This design comes from an exercise in tuning for small area, a short achievable clock period and few clock cycles on the open sky130 flow, not from production work.
At most, simulation tests tie the RTL to the original design; equivalence was not proved.
No driver is modelled on the clock port, so clock power and skew are understated where the tree is cut down; a real chip needs a root buffer or a tree.
Power figures rest on the tool's default switching activity, not on a simulated workload.

## tslcf_rx
module tslcf_rx (
    input  wire        clk,
    input  wire        rst,
    input  wire        in_valid,
    output wire        in_ready,
    input  wire [1:0]  in_kind,
    input  wire [7:0]  in_data,
    output wire        out_valid,
    output wire [3:0]  out_tag,
    output wire [15:0] out_data
);
    wire       b_valid;
    wire       e_valid;
    wire       a_valid;
    wire       fe_first;
    wire [7:0] op_byte;
    tslcf_deframer u_deframer (
        .clk      (clk),
        .rst      (rst),
        .in_valid (in_valid),
        .in_ready (in_ready),
        .in_kind  (in_kind),
        .in_data  (in_data),
        .b_valid  (b_valid),
        .e_valid  (e_valid),
        .a_valid  (a_valid),
        .fe_first (fe_first),
        .op_byte  (op_byte)
    );
    tslcf_parser u_parser (
        .clk       (clk),
        .rst       (rst),
        .b_valid   (b_valid),
        .e_valid   (e_valid),
        .a_valid   (a_valid),
        .fe_first  (fe_first),
        .op_byte   (op_byte),
        .out_valid (out_valid),
        .out_tag   (out_tag),
        .out_data  (out_data)
    );
endmodule
Size: about 510 cells after synthesis, about 76 flip-flops, ~35 I/O pins.
make LEC_CHECK=0 ABC_AREA=1 CAP_MARGIN=20 CORE_MARGIN=2 CORE_UTILIZATION=70 PLACE_DENSITY=0.8 SETUP_SLACK_MARGIN=2.2 SLEW_MARGIN=20 TNS_END_PERCENT=100 finish   # period 4.0 ns
run.sh (not shown) runs the stock make flow with config.mk's settings and CLKGATE_MAP_FILE= SYNTH_SCRIPT=/design/flow/synth_recipe.tcl, a recipe that flattens the netlist after the stock synthesis.
Testbench counts at the start, summed over its fixed seeds: cycles 14,627.
Change:
Settings changed: ABC_AREA 1 to unset, ABC_CLOCK_PERIOD_IN_PS set to 1800, CORE_UTILIZATION 70 to 55, PLACE_DENSITY 0.8 to unset.
Outcome:
- The changed run ran to the end with no violations
- count of clock-buffer cells in the layout shrinks by 4
- design area grows by 5.8%
- combinational power shrinks by about 3%
- flip-flop and latch count does not change
- wire length shrinks by 4.4%
Change:
Settings changed: ABC_AREA set to 1, ABC_CLOCK_PERIOD_IN_PS 1800 to unset, SETUP_SLACK_MARGIN 2.2 to 2.0.
=> Global-route usage falls by 1.1 points; worst setup slack loses 0.056 ns; power came out higher by 6.5%.
Change:
Settings changed: ABC_AREA 1 to unset.
Outcome: The new run ran to the end with no violations. Die area shrinks by a few percent. Power went down slightly. Via count shrinks by roughly a tenth. Cell area barely changes. Clock power goes down by a few percent. Clock-buffer cell count climbs by 1. Sequential power grows slightly. Worst hold slack got worse by 0.017 ns.
Change:
==> flow/flow/run.sh (new file) <==
#!/bin/bash
# Standard layout, with plain buffers (not delay cells) on the ports.
set -euo pipefail
export BUFFER_PORTS_ARGS="-buffer_cell sky130_fd_sc_hd__buf_2"
bash standard.sh > flow.log 2>&1
==> flow/standard.sh (new file) <==
#!/bin/bash
# synth_recipe.tcl (not shown) runs the flow's synth.tcl, then flattens the netlist and writes it again
# the make line also repeats each setting of config.mk as NAME=value (left out here)
make -C /OpenROAD-flow-scripts/flow DESIGN_CONFIG=/design/flow/config.mk WORK_HOME=/design/flow/orfs CLKGATE_MAP_FILE= SYNTH_SCRIPT=/design/flow/synth_recipe.tcl "${@:-finish}"
Settings changed: ABC_AREA set to 1, CORE_UTILIZATION 55 to 70, PLACE_DENSITY set to 0.8, SETUP_SLACK_MARGIN 2.0 to 2.2.
removed: flow/run.sh
The changed run completed without violations.
Wire length went up by 6.3%.
Setup slack improved by 0.23 ns.
Total power came out higher by 9.4%.
Clock skew fell by 0.0053 ns.
Design area fell by 2.4%.


## red
Another version of the RTL of tslcf_rx (not shown whole).
For scale: about 320 cells after synthesis, about 74 flip-flops, about 35 I/O pins, about 3300 µm² of cells after synthesis.
export LEC_CHECK = 0
export ABC_CLOCK_PERIOD_IN_PS = 1700
export CAP_MARGIN = 20
export CORE_MARGIN = 2
export CORE_UTILIZATION = 65
export PLACE_DENSITY = 0.75
export SETUP_SLACK_MARGIN = 2.3
export SLEW_MARGIN = 20
export SYNTH_HIERARCHICAL = 1
export SYNTH_MINIMUM_KEEP_SIZE = 0
export TNS_END_PERCENT = 100
create_clock -name core_clock -period 4.0 [get_ports {clk}]
standard.sh (not shown) runs the stock make flow with config.mk's settings and CLKGATE_MAP_FILE= SYNTH_SCRIPT=/design/flow/synth_recipe.tcl, a recipe that flattens the netlist after the stock synthesis.
==> flow/flow/run.sh <==
#!/bin/bash
# Standard layout with these changes:
#  - the ports get plain buffers instead of delay cells;
#  - the clock tree is built by hand (flow/cts_hook.tcl, run by ORFS's cts
#    step before it would call clock_tree_synthesis): the clock port drives
#    one buffer per cluster of registers (3 clusters), in place of TritonCTS's H-tree;
#  - the slow wide OR/NOR cells in flow/dont_use.txt are added to the
#    platform's don't-use list;
#  - synthesis is the standard one with the changes in flow/synth_hook.tcl
#    (it maps the same registers, with the same names and cells).
set -euo pipefail
work=$(pwd)
{
  echo "include $work/config.mk"
  echo "export DONT_USE_CELLS = $(cat "$work/flow/dont_use.txt")"
} > "$work/my_config.mk"
{
  cat "$work/flow/synth_hook.tcl"
  echo "source $work/synth_recipe.tcl"
} > "$work/my_synth.tcl"
sed -e "s#DESIGN_CONFIG=[^ ]*#DESIGN_CONFIG=$work/my_config.mk#" \
    -e "s#SYNTH_SCRIPT=[^ ]*#SYNTH_SCRIPT=$work/my_synth.tcl#" standard.sh > my_standard.sh
grep -q "DESIGN_CONFIG=$work/my_config.mk" my_standard.sh
grep -q "SYNTH_SCRIPT=$work/my_synth.tcl" my_standard.sh
export BUFFER_PORTS_ARGS="-buffer_cell sky130_fd_sc_hd__buf_1"
export PRE_CTS_TCL="$work/flow/cts_hook.tcl"
bash my_standard.sh > flow.log 2>&1
==> flow/flow/cts_hook.tcl <==
# Clock tree by hand: the clock port drives K buffers, each driving a
# cluster of the registers (k-means on their placed positions).
proc manual_cts {K cbuf {rbuf ""}} {
  set block [ord::get_db_block]
  set clknet [$block findNet clk]
  set master [[ord::get_db] findMaster $cbuf]
  set sinks {}
  foreach it [$clknet getITerms] {
    set b [[$it getInst] getBBox]
    lappend sinks [list $it [expr {([$b xMin] + [$b xMax]) / 2.0}] [expr {([$b yMin] + [$b yMax]) / 2.0}]]
  }
  set sinks [lsort -real -index 1 $sinks]
  set n [llength $sinks]
  # initial centers: spread along x
  set cx {}; set cy {}
  for {set k 0} {$k < $K} {incr k} {
    set s [lindex $sinks [expr {int(($k + 0.5) * $n / $K)}]]
    lappend cx [lindex $s 1]; lappend cy [lindex $s 2]
  }
  for {set iter 0} {$iter < 30} {incr iter} {
    set sumx [lrepeat $K 0.0]; set sumy [lrepeat $K 0.0]; set cnt [lrepeat $K 0]
    set assign {}
    foreach s $sinks {
      set best 0; set bd 1e30
      for {set k 0} {$k < $K} {incr k} {
        set d [expr {abs([lindex $s 1] - [lindex $cx $k]) + abs([lindex $s 2] - [lindex $cy $k])}]
        if {$d < $bd} { set bd $d; set best $k }
      }
      lappend assign $best
      lset sumx $best [expr {[lindex $sumx $best] + [lindex $s 1]}]
      lset sumy $best [expr {[lindex $sumy $best] + [lindex $s 2]}]
      lset cnt $best [expr {[lindex $cnt $best] + 1}]
    }
    for {set k 0} {$k < $K} {incr k} {
      if {[lindex $cnt $k] > 0} {
        lset cx $k [expr {[lindex $sumx $k] / [lindex $cnt $k]}]
        lset cy $k [expr {[lindex $sumy $k] / [lindex $cnt $k]}]
      }
    }
  }
  set src $clknet
  if {$rbuf ne ""} {
    # one root buffer at the middle of the leaves
    set rinst [odb::dbInst_create $block [[ord::get_db] findMaster $rbuf] clkbuf_root]
    set src [odb::dbNet_create $block clknet_root]
    $src setSigType CLOCK
    [$rinst findITerm A] connect $clknet
    [$rinst findITerm X] connect $src
    set mx 0.0; set my 0.0
    for {set k 0} {$k < $K} {incr k} { set mx [expr {$mx + [lindex $cx $k]}]; set my [expr {$my + [lindex $cy $k]}] }
    $rinst setLocation [expr {int($mx / $K)}] [expr {int($my / $K)}]
    $rinst setPlacementStatus PLACED
  }
  for {set k 0} {$k < $K} {incr k} {
    set inst [odb::dbInst_create $block $master clkbuf_leaf_$k]
    set net [odb::dbNet_create $block clknet_leaf_$k]
    $net setSigType CLOCK
    [$inst findITerm A] connect $src
    [$inst findITerm X] connect $net
    $inst setLocation [expr {int([lindex $cx $k])}] [expr {int([lindex $cy $k])}]
    $inst setPlacementStatus PLACED
    lappend nets $net
  }
  foreach s $sinks a $assign {
    set it [lindex $s 0]
    $it disconnect
    $it connect [lindex $nets $a]
  }
  puts "manual_cts: $n sinks in $K clusters of [join $cnt { }]"
}

# ORFS's cts step calls clock_tree_synthesis: build the tree by hand instead,
# the clock port driving one buffer per cluster of registers.
proc clock_tree_synthesis {args} {
  manual_cts 3 sky130_fd_sc_hd__clkbuf_16
  set_propagated_clock [all_clocks]
}
==> flow/flow/synth_hook.tcl <==
# Synthesis as the standard one (synth_recipe.tcl in the work folder), but
#  - without Yosys's extraction of half/full adders, which turns the
#    counters' carry logic into ripple chains of adder cells;
#  - with ABC's own mapping script for the delay target
#    (ABC_CLOCK_PERIOD_IN_PS) in place of ORFS's.
proc extract_fa {args} {}
proc abc {args} {
  set out {}
  set skip 0
  foreach a $args {
    if {$skip} { set skip 0; continue }
    if {$a eq "-script"} { set skip 1; continue }
    lappend out $a
  }
  yosys abc {*}$out
}
Other scripts of this flow, unchanged in this note and not shown: flow/flow/dont_use.txt
red ran to completion and came out clean on the timing, DRC and antenna checks.
Testbench counts of red, summed over its fixed seeds: cycles 14,627.
The inputs of blue differ from those of red as listed below.
==> flow/flow/run.sh <==
#!/bin/bash
# Standard layout with these changes:
#  - the ports get plain buffers instead of delay cells;
#  - the clock tree is built by hand (flow/cts_hook.tcl, run by ORFS's cts
#    step before it would call clock_tree_synthesis): the clock port drives
#    one buffer per cluster of registers (4 clusters), in place of TritonCTS's H-tree;
#  - the slow wide OR/NOR cells in flow/dont_use.txt are added to the
#    platform's don't-use list (synthesis maps the same registers).
set -euo pipefail
work=$(pwd)
{
  echo "include $work/config.mk"
  echo "export DONT_USE_CELLS = $(cat "$work/flow/dont_use.txt")"
} > "$work/my_config.mk"
sed "s#DESIGN_CONFIG=[^ ]*#DESIGN_CONFIG=$work/my_config.mk#" standard.sh > my_standard.sh
grep -q "DESIGN_CONFIG=$work/my_config.mk" my_standard.sh
export BUFFER_PORTS_ARGS="-buffer_cell sky130_fd_sc_hd__buf_1"
export PRE_CTS_TCL="$work/flow/cts_hook.tcl"
bash my_standard.sh > flow.log 2>&1
-- flow/flow/cts_hook.tcl --
<<< red, line 75
  manual_cts 3 sky130_fd_sc_hd__clkbuf_16
>>> blue, line 75
  manual_cts 4 sky130_fd_sc_hd__clkbuf_16
-- flow/config.mk --
<<< red, line 8
export ABC_CLOCK_PERIOD_IN_PS = 1700
>>> blue, line 8
<<< red, line 17
export TNS_END_PERCENT = 100
>>> blue, line 16
export TNS_END_PERCENT = 0
removed: flow/flow/synth_hook.tcl
--- outcome ---
- blue vs red: cell-internal power up by a few percent
- Compare red and blue | data arrival at the endpoint of the critical path higher: blue
- Critical path depth, red and blue: smaller value in blue
- Number of global-route vias before repair: blue lower than red
- Compared to red, blue has setup slack 0.022 ns lower.
- From red to blue the numbers moved as follows: amount of wire on met3 after detailed routing dropped 32%, sequential share of layout area moved up, cell area after synthesis went up 4.1%, timing-limited maximum frequency shrank by about 1.2%.
- Sequential cell area fraction in the yosys report (blue over red): decrease, 2.3 points
Changes in green relative to blue:
-- flow/flow/run.sh --
<<< blue, line 6
#    one buffer per cluster of registers (4 clusters), in place of TritonCTS's H-tree;
>>> green, line 6
#    one buffer per cluster of registers (3 clusters), in place of TritonCTS's H-tree;
-- flow/flow/cts_hook.tcl --
<<< blue, line 75
  manual_cts 4 sky130_fd_sc_hd__clkbuf_16
>>> green, line 75
  manual_cts 3 sky130_fd_sc_hd__clkbuf_16
-- flow/config.mk --
<<< blue, line 12
export SETUP_SLACK_MARGIN = 2.3
>>> green, line 12
export SETUP_SLACK_MARGIN = 2.35
<<< blue, line 16
export TNS_END_PERCENT = 0
>>> green, line 16
export TNS_END_PERCENT = 100
--- outcome ---
green finished every step from synthesis to the final layout, and the layout passed the timing, DRC and antenna checks.
The beginning of the critical path comes out u_parser.out_data[3] in one run and u_deframer.b_valid in the other, namely in green and blue respectively.
Compared to blue, green leaves less free space in the core.
Summary of the comparison: transition time of the tightest slew-check pin is lower in green, relative to blue.
Post-route total power: lower on green
Minimum period implied by the final worst setup slack for green: 0.14 ns down relative to blue
No run of this note takes its clock network from TritonCTS; it comes from the design's own scripts or RTL.


## juniper
The RTL this note starts from:
==> flow/design.v <==
module tslcf_deframer (
    input  wire       clk,
    input  wire       rst,
    input  wire       in_valid,
    output wire       in_ready,
    input  wire [1:0] in_kind,
    input  wire [7:0] in_data,
    output reg        b_valid,    
    output reg        e_valid,    
    output reg        a_valid,    
    output reg        fe_first,   
    output reg  [7:0] op_byte
);
    localparam [1:0] K_DATA  = 2'd0,
                     K_EOS   = 2'd1,
                     K_ABORT = 2'd2;
    localparam [1:0] HUNT0 = 2'd0,   
                     HUNT1 = 2'd1,   
                     BODY0 = 2'd2,   
                     BODY1 = 2'd3;   
    reg  [1:0] state;
    reg        pend_end;    
    reg        rdy;         
    assign in_ready = rdy;
    wire take   = in_valid && !fe_first;
    wire is_esc;
    wire is_stx;
    tslcf_bytecmp u_cmp (
        .d   (in_data),
        .esc (is_esc),
        .stx (is_stx)
    );
    always @(posedge clk) begin
        if (!fe_first)
            op_byte <= in_data;
    end
    wire k_data  = !in_kind[1] && !in_kind[0];
    wire k_eos   = !in_kind[1] &&  in_kind[0];
    wire k_abort =  in_kind[1] && !in_kind[0];
    wire s_hunt1 = (state == HUNT1);
    wire s_body0 = (state == BODY0);
    wire s_body1 = (state == BODY1);
    wire in_body = state[1];
    wire t_data  = take && k_data;
    wire t_stop  = take && (k_eos || k_abort);    
    reg [1:0] state_n;
    always @(*) begin
        state_n = state;
        if (t_stop)
            state_n = HUNT0;
        else if (t_data) begin
            case (state)
                HUNT0: if (is_esc) state_n = HUNT1;
                HUNT1: if (is_stx) state_n = BODY0; else if (!is_esc) state_n = HUNT0;
                BODY0: if (is_esc) state_n = BODY1;
                default: state_n = BODY0;
            endcase
        end
    end
    wire lone_x  = t_data && s_body1 && !is_esc && !is_stx;
    wire lone_e  = take && k_eos && s_body1;
    wire fe_n    = lone_x || lone_e;
    wire b_n     = fe_first ? !pend_end
                 : (t_data && ((s_body0 && !is_esc) || (s_body1 && !is_stx))) || lone_e;
    wire e_n     = fe_first ? pend_end
                 : (t_data && s_body1 && is_stx) || (take && k_eos && s_body0);
    wire a_n     = !fe_first && take && k_abort && in_body;
    always @(posedge clk) begin
        pend_end <= lone_e;    
        if (rst) begin
            state    <= HUNT0;
            b_valid  <= 1'b0;
            e_valid  <= 1'b0;
            a_valid  <= 1'b0;
            fe_first <= 1'b0;
            rdy      <= 1'b1;
        end else begin
            state    <= state_n;
            b_valid  <= b_n;
            e_valid  <= e_n;
            a_valid  <= a_n;
            fe_first <= fe_n;
            rdy      <= !fe_n;
        end
    end
endmodule
module tslcf_bytecmp (
    input  wire [7:0] d,
    output wire       esc,    
    output wire       stx     
);
    assign esc = (d == 8'hFE);
    assign stx = (d == 8'h02);
endmodule
module tslcf_parser (
    input  wire        clk,
    input  wire        rst,
    input  wire        b_valid,
    input  wire        e_valid,
    input  wire        a_valid,
    input  wire        fe_first,
    input  wire [7:0]  op_byte,
    output reg         out_valid,
    output reg  [3:0]  out_tag,
    output reg  [15:0] out_data
);
    localparam [2:0] F_PBC    = 3'd1,
                     F_VERFLG = 3'd2,
                     F_SCREEN = 3'd3,
                     F_INDEX  = 3'd4,
                     F_CW     = 3'd5,
                     F_TLEN   = 3'd6;
    localparam [2:0] S_OK          = 3'd0,
                     S_TOOSHORT    = 3'd1,
                     S_LENMISMATCH = 3'd2,
                     S_TRUNCATED   = 3'd3,
                     S_UNSUPPORTED = 3'd4,
                     S_ABORTED     = 3'd5;
    reg  [2:0]  field;       
    reg         half;        
    reg         text;        
    reg         stop;        
    reg  [15:0] text_nleft;  
    reg  [15:0] len_nleft;   
    reg         len_over;    
    wire [15:0] text_inc, len_inc;
    assign text_inc[0] = !text_nleft[0];
    assign len_inc[0]  = !len_nleft[0];
    genvar gi;
    generate
        for (gi = 1; gi < 16; gi = gi + 1) begin : g_inc
            assign text_inc[gi] = text_nleft[gi] ^ (&text_nleft[gi-1:0]);
            assign len_inc[gi]  = len_nleft[gi]  ^ (&len_nleft[gi-1:0]);
        end
    endgenerate
    wire [7:0]  lo_byte = out_data[7:0];      
    wire [7:0]  byte_in = fe_first ? 8'hFE : op_byte;
    wire [15:0] field16 = {byte_in, lo_byte};
    wire f_pbc  = (field == F_PBC);
    wire f_cw   = (field == F_CW);
    wire f_tlen = (field == F_TLEN);
    wire header = (field == F_PBC) || (field == F_VERFLG) || (field == F_SCREEN);
    wire ev_text = b_valid && text;
    wire ev_lo   = b_valid && !text && !stop && !half;
    wire ev_hi   = b_valid && !text && !stop && half;
    wire ev_end  = e_valid || a_valid;
    reg  [2:0]  status;
    always @(*) begin
        if (a_valid)
            status = S_ABORTED;
        else if (header)
            status = S_TOOSHORT;
        else if (len_over || len_nleft != 16'hFFFF)
            status = S_LENMISMATCH;
        else if (stop)
            status = S_UNSUPPORTED;
        else if (field == F_INDEX && !half && !text)
            status = S_OK;
        else
            status = S_TRUNCATED;
    end
    always @(posedge clk) begin
        out_valid      <= ev_text || ev_hi || ev_end;
        out_tag[3]     <= ev_end;
        out_tag[2:0]   <= ev_end ? 3'd0 : ev_hi ? field : 3'd7;
        out_data[15:8] <= ev_hi ? byte_in : 8'd0;
        if (ev_end)
            out_data[7:0] <= {5'd0, status};
        else if (ev_text || ev_lo)
            out_data[7:0] <= byte_in;
    end
    always @(posedge clk) begin
        if (rst || ev_end) begin
            field <= F_PBC;
            half  <= 1'b0;
            text  <= 1'b0;
            stop  <= 1'b0;
        end else if (ev_text) begin
            text <= (text_nleft[15:1] != 15'h7FFF);
        end else if (ev_lo) begin
            half <= 1'b1;
        end else if (ev_hi) begin
            half <= 1'b0;
            case (field)
                F_PBC:    field <= F_VERFLG;
                F_VERFLG: field <= F_SCREEN;
                F_CW: begin
                    field <= F_TLEN;
                    stop  <= byte_in[7];
                end
                F_TLEN: begin
                    field <= F_INDEX;
                    text  <= (field16 != 16'd0);
                end
                F_SCREEN: field <= F_INDEX;
                default:  field <= F_CW;            
            endcase
        end
    end
    always @(posedge clk) begin
        if (ev_text)
            text_nleft <= text_inc;
        else if (ev_hi && f_tlen)
            text_nleft <= ~field16;
    end
    always @(posedge clk) begin
        if (b_valid) begin
            if (ev_hi && f_pbc) begin
                len_nleft <= ~field16;
                len_over  <= 1'b0;
            end else begin
                len_nleft <= len_inc;
                if (len_nleft == 16'hFFFF)
                    len_over <= 1'b1;
            end
        end
    end
endmodule
module tslcf_rx (
    input  wire        clk,
    input  wire        rst,
    input  wire        in_valid,
    output wire        in_ready,
    input  wire [1:0]  in_kind,
    input  wire [7:0]  in_data,
    output wire        out_valid,
    output wire [3:0]  out_tag,
    output wire [15:0] out_data
);
    wire       b_valid;
    wire       e_valid;
    wire       a_valid;
    wire       fe_first;
    wire [7:0] op_byte;
    tslcf_deframer u_deframer (
        .clk      (clk),
        .rst      (rst),
        .in_valid (in_valid),
        .in_ready (in_ready),
        .in_kind  (in_kind),
        .in_data  (in_data),
        .b_valid  (b_valid),
        .e_valid  (e_valid),
        .a_valid  (a_valid),
        .fe_first (fe_first),
        .op_byte  (op_byte)
    );
    tslcf_parser u_parser (
        .clk       (clk),
        .rst       (rst),
        .b_valid   (b_valid),
        .e_valid   (e_valid),
        .a_valid   (a_valid),
        .fe_first  (fe_first),
        .op_byte   (op_byte),
        .out_valid (out_valid),
        .out_tag   (out_tag),
        .out_data  (out_data)
    );
endmodule
clock: 4.0 ns
lec_check: 0
cap_margin: 20
core_margin: 2
core_utilization: 65
place_density: 0.75
setup_slack_margin: 2.0
slew_margin: 20
synth_hierarchical: 1
synth_minimum_keep_size: 0
tns_end_percent: 100
==> flow/flow/run.sh <==
#!/bin/bash
# Standard layout with two changes:
#  - the ports get plain buffers instead of delay cells;
#  - the clock tree is built by hand (flow/cts_hook.tcl, run by ORFS's cts
#    step before it would call clock_tree_synthesis): one root buffer driving
#    one buffer per cluster of registers, in place of TritonCTS's H-tree.
set -euo pipefail
work=$(pwd)
export BUFFER_PORTS_ARGS="-buffer_cell sky130_fd_sc_hd__buf_1"
export PRE_CTS_TCL="$work/flow/cts_hook.tcl"
bash standard.sh > flow.log 2>&1
Other scripts of this flow, unchanged in this note and not shown: flow/flow/cts_hook.tcl
juniper completed; timing, DRC and antenna clean
diff inputs: juniper => garnet
- SETUP_SLACK_MARGIN now 2.1, was 2.0
## What came out
Looking at detailed route wirelength on metal3, garnet sits below juniper.
Compared garnet vs juniper, and met2 usage is up in garnet.
Transition at the pin with the smallest max-transition slack: garnet > juniper
garnet reports a higher total vias in the final route than juniper does.
Compared with juniper, garnet ends up with more cell area.
The part of the total power dissipated in combinational logic was comparable across garnet and juniper.
Summary — post-layout minimum cycle time, garnet relative to juniper: lower, by 0.069 ns.
garnet vs. juniper: worst setup margin went up by 0.069 ns.
[garnet vs juniper] total power: higher in garnet
Run comparison: garnet master of the slowest instance on the critical path sky130_fd_sc_hd__edfxtp_1; juniper master of the slowest instance on the critical path sky130_fd_sc_hd__or4_1
What sierra does differently from garnet at the input level:
- SETUP_SLACK_MARGIN now 2.2, was 2.1
==> comparison <==
On worst setup timing slack at the placement stage, sierra does better than garnet.
Between garnet and sierra, the power figures differ only marginally.
Lower critical path depth goes to sierra over garnet.
In terms of fraction of standard cell area in multi-input logic, garnet and sierra differ only marginally.
Post-cts sizing count in sierra is 9 higher than in garnet
In the metrics for sierra and garnet, the one carrying the higher final setup slack of the worst path is sierra.
garnet vs sierra, capturing instance or port of the critical path: u_parser.len_nleft[9] vs u_deframer.state[0]
Summary: with garnet as the reference, met3 wirelength from detailed routing in sierra moved up by more than 10%.
The final area in sierra was higher than what garnet gave.
Relative to garnet, the global routing met1 resource utilization of sierra is lower by 1.4 points.
The critical path startpoint comes out in_data[4] in one run and u_parser.len_nleft[0] in the other, namely in sierra and garnet respectively.
No run of this note included a check of the RTL's function; only the layout flow was run. No run of this note takes its clock network from TritonCTS; it comes from the design's own scripts or RTL.

==> re-timing with driven ports <==
How much do the figures lean on ideal ports? The routed layouts below were timed once more, with nothing changed but the port constraints. Step 1 assumes that a clkbuf_16 drives the clock port and a buf_2 every other input. Step 2 times the ports against the registers' clock, not the clock port: input delays grow and output delays shrink by t, the midpoint of the rising clock arrivals with the driver on. Slacks: ideal ports / drivers / drivers and shift; pairs: ideal ports / drivers.
| run | t, ns | setup slack, ns | hold WS [ns] | worst setup path at the end | latest minus earliest clock arrival (ns) |
|---|---|---|---|---|---|
| the first run of note 1 | 0.381 | 2.210 / 2.180 / 1.854 | 0.472 / 0.472 / 0.472 | input to register | 0.010 / 0.010 |
| the second run of note 1 | 0.374 | 2.121 / 2.121 / 1.870 | 0.478 / 0.478 / 0.478 | input to register | 0.014 / 0.014 |
| the third run of note 1 | 0.382 | 2.065 / 2.033 / 1.825 | 0.493 / 0.493 / 0.493 | input to register | 0.013 / 0.013 |
| the fourth run of note 1 | 0.369 | 1.957 / 1.962 / 1.593 | 0.476 / 0.476 / 0.476 | input to register | 0.013 / 0.013 |
| the fifth run of note 1 | 0.382 | 2.185 / 2.154 / 1.972 | 0.478 / 0.478 / 0.478 | input to register | 0.007 / 0.008 |
| red | 0.214 | 2.257 / 2.257 / 2.164 | 0.533 / 0.533 / 0.533 | input to register | 0.014 / 0.015 |
| blue | 0.220 | 2.236 / 2.236 / 2.161 | 0.529 / 0.529 / 0.529 | input to register | 0.017 / 0.016 |
| green | 0.216 | 2.379 / 2.320 / 2.200 | 0.531 / 0.531 / 0.531 | input to register | 0.014 / 0.014 |
| juniper | 0.352 | 2.086 / 2.092 / 1.742 | 0.500 / 0.500 / 0.500 | input to register | 0.041 / 0.041 |
| garnet | 0.352 | 2.155 / 2.153 / 1.825 | 0.507 / 0.507 / 0.507 | input to register | 0.020 / 0.019 |
| sierra | 0.347 | 2.230 / 2.206 / 1.892 | 0.523 / 0.523 / 0.523 | input to register | 0.030 / 0.030 |
After both steps every run listed still meets setup and hold. The setup slack of the fourth run of note 1, which loses most, moves by +0.005 ns with the drivers and by -0.364 ns with both steps.
